This is an optimization exercise on Yosys and OpenROAD, whose aim is small area, a short achievable clock period and few clock cycles, not a production implementation. The RTL was checked by simulation tests, not by an equivalence proof against the original design. Power and IR drop assume default switching activity.

==> flow/design.v <==
module fww_micro_cpu (
    input  wire        clk,
    input  wire        rst,             
    input  wire        start,           
    input  wire [7:0]  start_mpc,
    input  wire        lit_msb_first,   
    output wire        busy,
    output wire        done,
    output wire [15:0] reg_a,
    output wire [15:0] reg_b,
    output wire [15:0] reg_c,
    output wire [15:0] reg_d,
    output wire [15:0] mdr,
    output wire [11:0] mar,
    output wire [7:0]  mpc,
    output wire        cs_req,
    output wire [7:0]  cs_addr,
    input  wire        cs_ack,
    input  wire [21:0] cs_rdata,
    output reg         mem_req,
    output reg         mem_we,
    output reg  [11:0] mem_addr,
    output reg  [15:0] mem_wdata,
    input  wire        mem_ack,
    input  wire [15:0] mem_rdata
);
    localparam [2:0] S_IDLE  = 3'd0,
                     S_FETCH = 3'd1,
                     S_PH12  = 3'd2,
                     S_READ  = 3'd3,
                     S_WRITE = 3'd4,
                     S_PH45  = 3'd5,
                     S_DONE  = 3'd6;
    reg [2:0]  state;
    reg [15:0] a_r, b_r, c_r, d_r, mdr_r;
    reg [11:0] mar_r;
    reg [7:0]  mpc_r;
    reg [21:0] mir;
    reg        msb_r;
    wire [22:1] cb = mir;
    reg [15:0] v1a, v2a;
    always @(*) begin
        v2a = 16'd0;
        if (cb[1]) v2a = a_r;
        if (cb[2]) v2a = b_r;
        if (cb[3]) v2a = c_r;
        if (cb[4]) v2a = d_r;
        v1a = 16'd0;
        if (cb[5]) v1a = 16'd1;
        if (cb[6]) v1a = mdr_r;
    end
    wire [15:0] sum1 = (cb[7] ? (~v1a + 16'd1) : v1a) + v2a;
    wire [15:0] v3a  = cb[8] ? {sum1[14:0], 1'b0} : sum1;
    wire [7:0] lit8 = msb_r ? {cb[15], cb[16], cb[17], cb[18], cb[19], cb[20], cb[21], cb[22]}
                            : {cb[8], cb[7], cb[6], cb[5], cb[4], cb[3], cb[2], cb[1]};
    reg [15:0] v1b;
    always @(*) begin
        v1b = 16'd0;
        if (cb[17]) v1b = 16'd1;
        if (cb[18]) v1b = {8'd0, lit8};
        if (cb[19]) v1b = (a_r == 16'd0) ? 16'd1 : 16'd2;
        if (cb[20]) v1b = a_r[15] ? 16'd1 : 16'd2;
        if (cb[21]) v1b = {12'd0, mdr_r[15:12]};
    end
    wire [15:0] v2b = cb[22] ? {8'd0, mpc_r} : 16'd0;
    wire [15:0] v3b = v1b + v2b;
    assign busy  = (state != S_IDLE) && (state != S_DONE);
    assign done  = (state == S_DONE);
    assign reg_a = a_r;
    assign reg_b = b_r;
    assign reg_c = c_r;
    assign reg_d = d_r;
    assign mdr   = mdr_r;
    assign mar   = mar_r;
    assign mpc   = mpc_r;
    assign cs_req  = (state == S_FETCH);
    assign cs_addr = mpc_r;
    always @(*) begin
        mem_req   = 1'b0;
        mem_we    = 1'b0;
        mem_addr  = mar_r;
        mem_wdata = mdr_r;
        if (state == S_READ) begin
            mem_req = 1'b1;
        end else if (state == S_WRITE) begin
            mem_req = 1'b1;
            mem_we  = 1'b1;
        end
    end
    always @(posedge clk) begin
        if (rst) begin
            state <= S_IDLE;
            a_r   <= 16'd0;
            b_r   <= 16'd0;
            c_r   <= 16'd0;
            d_r   <= 16'd0;
            mdr_r <= 16'd0;
            mar_r <= 12'd0;
            mpc_r <= 8'd0;
            mir   <= 22'd0;
            msb_r <= 1'b0;
        end else begin
            case (state)
                S_IDLE, S_DONE: begin
                    if (start) begin
                        a_r   <= 16'd0;
                        b_r   <= 16'd0;
                        c_r   <= 16'd0;
                        d_r   <= 16'd0;
                        mdr_r <= 16'd0;
                        mar_r <= 12'd0;
                        mpc_r <= start_mpc;
                        msb_r <= lit_msb_first;
                        state <= S_FETCH;
                    end
                end
                S_FETCH: begin
                    if (cs_ack) begin
                        mir <= cs_rdata;
                        state <= (cs_rdata == 22'd0) ? S_DONE : S_PH12;
                    end
                end
                S_PH12: begin
                    if (cb[9])  a_r   <= v3a;
                    if (cb[10]) b_r   <= v3a;
                    if (cb[11]) c_r   <= v3a;
                    if (cb[12]) d_r   <= v3a;
                    if (cb[13]) mdr_r <= v3a;
                    if (cb[14]) mar_r <= v3a[11:0];
                    if (cb[15])      state <= S_READ;
                    else if (cb[16]) state <= S_WRITE;
                    else             state <= S_PH45;
                end
                S_READ: begin
                    if (mem_ack) begin
                        mdr_r <= mem_rdata;
                        state <= cb[16] ? S_WRITE : S_PH45;
                    end
                end
                S_WRITE: begin
                    if (mem_ack)
                        state <= S_PH45;
                end
                S_PH45: begin
                    mpc_r <= v3b[7:0];
                    state <= S_FETCH;
                end
                default: state <= S_IDLE;
            endcase
        end
    end
endmodule
==> flow/run.sh <==
#!/bin/bash
# synth_recipe.tcl (not shown) runs the flow's synth.tcl, then flattens the netlist and writes it again
# the make line also repeats each setting of config.mk as NAME=value (left out here)
make -C /OpenROAD-flow-scripts/flow DESIGN_CONFIG=/design/flow/config.mk WORK_HOME=/design/flow/orfs CLKGATE_MAP_FILE= SYNTH_SCRIPT=/design/flow/synth_recipe.tcl finish
==> flow/config.mk <==
export PLATFORM = sky130hd
export DESIGN_NAME = fww_micro_cpu
export DESIGN_NICKNAME = fww_micro_cpu
export VERILOG_FILES = /design/flow/design.v
export SDC_FILE = /design/flow/constraint.sdc
export NUM_CORES = 4
export LEC_CHECK = 0
export CAP_MARGIN = 20
export CORE_MARGIN = 2
export CORE_UTILIZATION = 40
export SLEW_MARGIN = 20
==> flow/constraint.sdc <==
create_clock -name core_clock -period 8.0 [get_ports {clk}]
set_input_delay 1.6000 -clock core_clock [delete_from_list [all_inputs] [get_ports {clk}]]
set_output_delay 1.6000 -clock core_clock [all_outputs]
set_load 0.01 [all_outputs]
==> impl_results.md <==
- Outcome: timing/DRC/antenna clean
- Core area: between 0.015 and 0.02 sq mm
- Max-capacitance violation count: 0
- Share of synthesized area occupied by flip-flops and latches: 0.324
- Critical hold path startpoint: mir[12]
- Post_cts resized: 0
- Cell types occupying the most area after synthesis: dfxtp_1, nand2_1, a21oi_1
- Largest clock skew in the final design: between 0.009 and 0.01 ns
- RSZ-0062 raised after global routing: false
- Starting utilization of the core area: 0.404
- Lkg Pwr: 3.55 nW
- Pin count of the biggest net entering global routing: around 110
- Insertion delay to the later sink of the worst-skew pair: 0.43 ns
- Layout area overhead: 30.4%
- Top fanout value on the critical path: 18
- Initial DRC Count: ~690
- R2R setup slack: just under 4 ns
- Wirelength per Cell: between 15 and 20 microns
- 1st-pass router iterations: 6
- Clock-pin transition on the worst setup and hold timing paths: roughly 0.060 ns
- IR drop worst, VDD: approximately 0.00015 V
- Cell count after synthesis: approximately 1.1k
- Post-synthesis instance area: just under 0.008 sq mm
- Global-route wire length before repair: around 42000 microns
- Crit-path max cell delay: ~0.71 ns
- Post-route clock period utilization: 0.578
- Maximum level of the CTS H-tree: 4
- Slew at the pin with the worst max-slew slack: around 1.1 ns
- Synth Flop Type: dfxtp_1
- Number of max-slew violations in the final report: 0
- CTS Buf Count: 17
- HP Class: reg -> reg
- Number of antenna violations at the first check in global routing: 0
- Total number of placement rows: 51
- Port Buffers: 192
- Power density cells: just over 200 mW/mm^2
- CTS Hold Bufs: 0
- Normalized max-slew margin: 0.272
- Nets in the synthesized netlist: roughly 1.2k
- Aggregate global-route resource usage: 0.272
- Dominant cell type by area after synthesis: dfxtp_1
- R2R Path Start: mir[5]
- Number of sinks on the clock net: around 130
- Startpoint of the worst setup timing path: state[1]
- CP max stage cell: and2_1
- Post-synth top area share: 0.324
- Depth of the worst register-to-register path: 12
- Power, Total: between 2 and 2.5 mW
- CP required: roughly 6.4 ns
- Post CTS Setup Buffer Count: 0
- Finish-stage setup viols: 0
- CP Capture Point: mem_req
- Worst Setup Path Type: reg -> out
- Setup total negative slack: 0 ns
- Diodes inserted: 0
- GRT Residual Overflow: 0
- Layout cell share with drive strength beyond 1: 0.0492
- Crit path DAT: 3.02 ns
- Vertical die dimension: between 100 and 150 microns
- Number of global-route vias before repair: between 7k and 8k
- Count of vias placed by the detailed router: a little over 8k
- Synth async-reset ratio: 0
- Clock Root Buffer: clkbuf_16
- FMAX: 216 MHz
- Number of top-level pins: between 150 and 200
- Synth Register Bits: about 130
- EDFF count, synth: 0
- Launching element type of the critical path: register
- Final Critical Period: about 4.6 ns
- Top cells by count, synth: nand2_1, a21oi_1, dfxtp_1
- Residual antenna-violating net count after detailed routing: 0
- Clock tree buffer depth: 2
- Dpl hpwl: 20400 microns
- Count of yosys warnings during synthesis: 1
- Horizontal die dimension: about 140 microns
- Number of vias per cell after detailed routing: approximately 5.6
- Layout net count: 1262
- Synth Area per Inst: 7.22 sq um
- Cell-by-cell trace of the critical path: nor2b_1 > and2_1 > or2_2 > clkdlybuf4s50_1
- DRC viols: 0
- CTS tree: done
- Placer Congestion: slightly below 0.9
- Capture point of the worst reg-to-reg path: mdr_r[10]
- Full die area: approximately 0.021 sq mm
- Most frequent cell after synthesis: nand2_1
- Distinct cells, synth: 70
- Count of endpoints failing hold in the final timing report: 0
- Endpoint class of the critical path: output port
- Total detailed-routing wirelength: roughly 28000 microns
==> routing by layer <==
metal	vias to the layer above	part of all wire	global-route usage
li1	3990	-	-
met1	3879	0.46	0.386
met2	333	0.44	0.411
met3	36	0.074	0.0563
met4	0	0.025	0.0872
met5	-	0	0
==> worst min path at each step <==
stage / to / slack (ns) / cells past startpoint
final: mir[12] / 0.46 / 2
after detailed placement: mir[8] / 0.45 / 2
after floorplan: mir[12] / 0.43 / 2
after global routing: mir[12] / 0.48 / 2
after global placement: mir[12] / 0.45 / 2
after CTS: mir[8] / 0.46 / 2
==> state kept, by name, summed over array words and instances, names as in the netlist <==
| signal | count |
|---|---|
| mir | 22 |
| mar_r | 12 |
| d_r | 16 |
| mpc_r | 8 |
| c_r | 16 |
| state | 3 |
| b_r | 16 |
| mdr_r | 16 |
| a_r | 16 |
| msb_r | 1 |
==> per-stage QoR <==
stage	instances	setup slack, ns	hold WS (ns)	utilization	instance area [sq um]
floorplan	1077	4.27	0.434	-	7780
global placement	1431	3.92	0.448	0.496	9550
detailed placement	1431	3.85	0.448	0.496	9550
CTS	1463	3.40	0.457	0.526	10100
global route	1463	3.17	0.478	0.526	10100
finish	1463	3.38	0.460	0.526	10100
==> cells in the final DEF, fill, tap and decap left out, drive strengths merged, types with 13 or more instances in the layout <==
| cell | count |
|---|---|
| nand2 | 222 |
| clkdlybuf4s50 | 191 |
| a21oi | 158 |
| dfxtp | 126 |
| nor2 | 95 |
| o21ai | 67 |
| ha | 23 |
| a211oi | 19 |
| clkbuf | 18 |
| nand3b | 16 |
| inv | 16 |
| a311oi | 15 |
| nand3 | 15 |
| nor4 | 13 |
==> worst max-delay path, delay by kind of cell, from the launching register on <==
family,cells,cell delay (ns)
and+or+nand+nor,3,1.47
DFF,1,0.59
buffers and inverters,1,0.53
==> power by group <==
| group | internal [mW] | switching, mW |
|---|---|---|
| logic | 0.212 | 0.310 |
| clock network | 0.465 | 0.325 |
| registers | 0.670 | 0.0776 |
| total | 1.35 | 0.713 |
==> cells by family after synthesis <==
group / share of synthesized area
XOR/XNOR: 0.0254
AO/OA/AOI/OAI: 0.268
adder cells (fa/ha/maj): 0.0421
multiplexers: 0.0198
flip-flops: 0.324
AND/OR/NAND/NOR: 0.242
buffers and inverters: 0.0788
==> layout make-up <==
cell class | count | area (sq um)
clock inverters | 14 | 161
clock buffers | 18 | 429
well taps | 265 | 332
multi-input cells | 825 | 4660
flip-flops and latches | 126 | 2520
fillers | 1937 | 9130
repair buffers | 202 | 1990
inverters | 13 | 48.8
Testbench counts, summed over its fixed seeds: cycles 93,134.

## port drivers added, routing unchanged
The results above use ideal ports. As a check the final layout listed here was re-extracted and re-timed, cells and wires unchanged.
Step 1: set_driving_cell puts a clkbuf_16 on clk and a buf_2 on each other input, an assumption about the parent block.
Step 2 moves the port delays by t, midway between the first and last clock arrival at a register: inputs arrive t later, outputs are due t later. That takes back most of the time a late clock gives input paths.
Slacks: ideal ports / drivers / drivers and shift; pairs: ideal ports / drivers.
t, ns: 0.470
setup WS [ns]: 3.379 / 3.332 / 3.802
hold WS [ns]: 0.460 / 0.460 / 0.460
clock arrival spread, ns: 0.010 / 0.010
worst slew at a driven data input, ns: 0.05
After both steps setup and hold are still met in this run. The setup slack of this run moves by -0.047 ns with the drivers and by +0.423 ns with both steps.
